This design comes from an exercise in tuning for small area on the open sky130 flow, not from production work.
In this exercise RTL edits were held to simulation tests only and were not proved equivalent to the original.
Power figures rest on the tool's default switching activity, not on a simulated workload.

==> inputs of run a <==
## weird64
module weird64 (
    input  wire        clk,
    input  wire        rst,
    input  wire        bus_valid,
    input  wire        bus_write,
    input  wire [7:0]  bus_addr,
    input  wire [2:0]  bus_size,
    input  wire [31:0] bus_wdata,
    output reg  [31:0] bus_rdata,
    output wire        bus_err,
    output wire        irq
);
==> flow/config.mk <==
export PLATFORM = sky130hd
export DESIGN_NAME = weird64
export DESIGN_NICKNAME = weird64
export VERILOG_FILES = /design/flow/design.v
export SDC_FILE = /design/flow/constraint.sdc
export NUM_CORES = 4
export LEC_CHECK = 0
export CAP_MARGIN = 20
export CELL_PAD_IN_SITES_DETAIL_PLACEMENT = 1
export CELL_PAD_IN_SITES_GLOBAL_PLACEMENT = 1
export CORE_MARGIN = 2
export CORE_UTILIZATION = 40
export PLACE_DENSITY = 0.85
export SLEW_MARGIN = 20
export SYNTH_HIERARCHICAL = 1
==> flow/constraint.sdc <==
create_clock -name core_clock -period 15.0 [get_ports {clk}]
set_input_delay 3.0000 -clock core_clock [delete_from_list [all_inputs] [get_ports {clk}]]
set_output_delay 3.0000 -clock core_clock [all_outputs]
set_load 0.01 [all_outputs]
standard.sh (not shown) runs the stock make flow with config.mk's settings and CLKGATE_MAP_FILE= SYNTH_SCRIPT=/design/flow/synth_recipe.tcl, a recipe that flattens the netlist after the stock synthesis.
==> flow/flow/run.sh <==
#!/bin/bash
# The standard layout (standard.sh: the standard flow's synthesis, floorplan, placement,
# CTS, routing), with two changes passed to the ORFS scripts:
# - the port buffers are the smallest buffer cell (buf_1) rather than the one
#   buffer_ports picks by default;
# - CTS inserts no dummy loads and uses clkbuf_16 buffers, up to 24 sinks per cluster.
# The whole make output goes to flow_make.log in this folder; each ORFS step
# also keeps its own log under orfs/logs/.
set -euo pipefail
export BUFFER_PORTS_ARGS="-buffer_cell sky130_fd_sc_hd__buf_1"
export CTS_ARGS="-sink_clustering_enable -repair_clock_nets -dont_use_dummy_load -buf_list sky130_fd_sc_hd__clkbuf_16 -sink_clustering_size 24 -sink_clustering_max_diameter 80"
bash standard.sh > flow_make.log 2>&1
==> inputs of run b, as changes to run a <==
--- a/flow/design.v
+++ b/flow/design.v
@@ -529,12 +529,11 @@
     always @(posedge clk)
         if (accept | do_shift) kidx <= accept ? 4'd0 : kidx_next;
     generate
         for (g = 0; g < 65; g = g + 1) begin : g_work
             wire en = accept | do_shift | ((g < 32) ? (do_seen & seen_set[g % 32]) : 1'b0);
-            wire dn = accept ? ((g == 0) ? (bus_wdata == 32'h1) : 1'b0) :
-                      ((g < 32) ? (do_shift ? w_sh[g] : 1'b1) : w_sh[g]);
+            wire dn = accept ? ((g == 0) ? (bus_wdata == 32'h1) : 1'b0) : (do_shift ? w_sh[g] : 1'b1);
             always @(posedge clk) if (en) work[g] <= dn;
         end
     endgenerate
 endmodule
 module w64_ao #(parameter N = 3) (
==> flow/flow/run.sh (replaced) <==
#!/bin/bash
# The standard layout (standard.sh: the standard flow's synthesis, floorplan, placement,
# CTS, routing), with two changes passed to the ORFS scripts:
# - the port buffers are the smallest buffer cell (buf_1) rather than the one
#   buffer_ports picks by default;
# - CTS inserts no dummy loads and uses clkbuf_8 buffers.
# The whole make output goes to flow_make.log in this folder; each ORFS step
# also keeps its own log under orfs/logs/.
set -euo pipefail
export BUFFER_PORTS_ARGS="-buffer_cell sky130_fd_sc_hd__buf_1"
export CTS_ARGS="-sink_clustering_enable -repair_clock_nets -dont_use_dummy_load -buf_list sky130_fd_sc_hd__clkbuf_16 -sink_clustering_size 28 -sink_clustering_max_diameter 90"
bash standard.sh > flow_make.log 2>&1
Settings changed: GPL_TIMING_DRIVEN set to 0, PLACE_DENSITY 0.85 to not set.
==> inputs of run c, as changes to run a <==
--- a/flow/design.v
+++ b/flow/design.v
@@ -529,12 +529,11 @@
     always @(posedge clk)
         if (accept | do_shift) kidx <= accept ? 4'd0 : kidx_next;
     generate
         for (g = 0; g < 65; g = g + 1) begin : g_work
             wire en = accept | do_shift | ((g < 32) ? (do_seen & seen_set[g % 32]) : 1'b0);
-            wire dn = accept ? ((g == 0) ? (bus_wdata == 32'h1) : 1'b0) :
-                      ((g < 32) ? (do_shift ? w_sh[g] : 1'b1) : w_sh[g]);
+            wire dn = accept ? ((g == 0) ? (bus_wdata == 32'h1) : 1'b0) : (do_shift ? w_sh[g] : 1'b1);
             always @(posedge clk) if (en) work[g] <= dn;
         end
     endgenerate
 endmodule
 module w64_ao #(parameter N = 3) (
==> flow/flow/run.sh (replaced) <==
#!/bin/bash
# The standard layout (standard.sh: the standard flow's synthesis, floorplan, placement,
# CTS, routing), with two changes passed to the ORFS scripts:
# - the port buffers are the smallest buffer cell (buf_1) rather than the one
#   buffer_ports picks by default;
# - CTS inserts no dummy loads and uses clkbuf_8 buffers.
# The whole make output goes to flow_make.log in this folder; each ORFS step
# also keeps its own log under orfs/logs/.
set -euo pipefail
export BUFFER_PORTS_ARGS="-buffer_cell sky130_fd_sc_hd__buf_1"
export CTS_ARGS="-sink_clustering_enable -repair_clock_nets -dont_use_dummy_load -buf_list sky130_fd_sc_hd__clkbuf_16 -sink_clustering_size 22 -sink_clustering_max_diameter 80"
bash standard.sh > flow_make.log 2>&1
Settings changed: PLACE_DENSITY 0.85 to not set.
==> comparison table <==
metric                                                                           run c                    run a                    run b
Clock Power                                                                    1810 uW                  1600 uW                  1550 uW
Clock network latency to the later pin of the worst-skew pair                  0.69 ns                  0.70 ns                  0.72 ns
Count of non-CTS buffers in the layout                                             220                      206                      273
P_comb                                                                          390 uW                   982 uW                   416 uW
Sum of met3 wire segment lengths after detailed routing                      26,100 um                30,400 um                24,900 um
Worst reg2reg path endpoint                                          as_[28]$_DFFE_PP_        as_[10]$_DFFE_PP_     res_hi[25]$_DFFE_PP_
Final core utilization                                                           44.6%                    44.4%                    45.3%
Cell Pwr Density                                                           116 mW/mm^2              126 mW/mm^2              109 mW/mm^2
Number of vias per cell after detailed routing                                    7.13                     7.28                     7.00
Compound-cell area share of the yosys netlist                                    16.0%                    15.0%                    16.0%
Run status                                                     complete, no violations  complete, no violations  complete, no violations
Seq/total area                                                                   62.6%                    63.9%                    61.6%
Count of cell instances traversed by the critical path                              15                       16                       17
Highest attainable clock frequency                                            90.4 MHz                 90.3 MHz                 83.6 MHz
Internal portion of total power                                                4370 uW                  4420 uW                  4180 uW
Power share of the sequential group                                              62.0%                    58.3%                    64.6%
IO Port Bufs                                                                        80                       80                       79
Total global routing track utilization                                           35.7%                    33.1%                    34.5%
Clk_buf instances                                                                   67                       55                       50
Count of non-CTS inverters in the layout                                            77                       78                       77
Post-layout total power                                                        5790 uW                  6190 uW                  5540 uW
Clock Pin Slew Worst Setup and Hold Paths                                      0.09 ns                  0.09 ns                  0.10 ns

-- afterwards: timing with drivers on the ports --
The results above use ideal ports. As a check the final layouts listed here were re-extracted and re-timed, cells and wires unchanged.
Step 1 sets driving cells, clkbuf_16 on the clock port and buf_2 on the other inputs (assumed; they add their load-dependent delay and slew).
Step 2, shift: input delay + t, output delay - t, t = (earliest + latest rising clock arrival at the registers) / 2. This alone moves slack from input paths to output paths.
a / b / c = ideal ports / drivers / drivers and shift; a / b = the first two.
run	t, ns	setup slack, ns	worst hold slack (ns)
run a	0.722	3.922 / 3.843 / 3.843	0.330 / 0.330 / 0.330
run b	0.745	3.041 / 2.916 / 2.916	0.309 / 0.309 / 0.309
run c	0.725	3.937 / 3.914 / 3.914	0.290 / 0.290 / 0.290
After both steps setup and hold are still met in every run listed. The setup slack of run b, which loses most, moves by -0.125 ns with the drivers and by -0.125 ns with both steps.
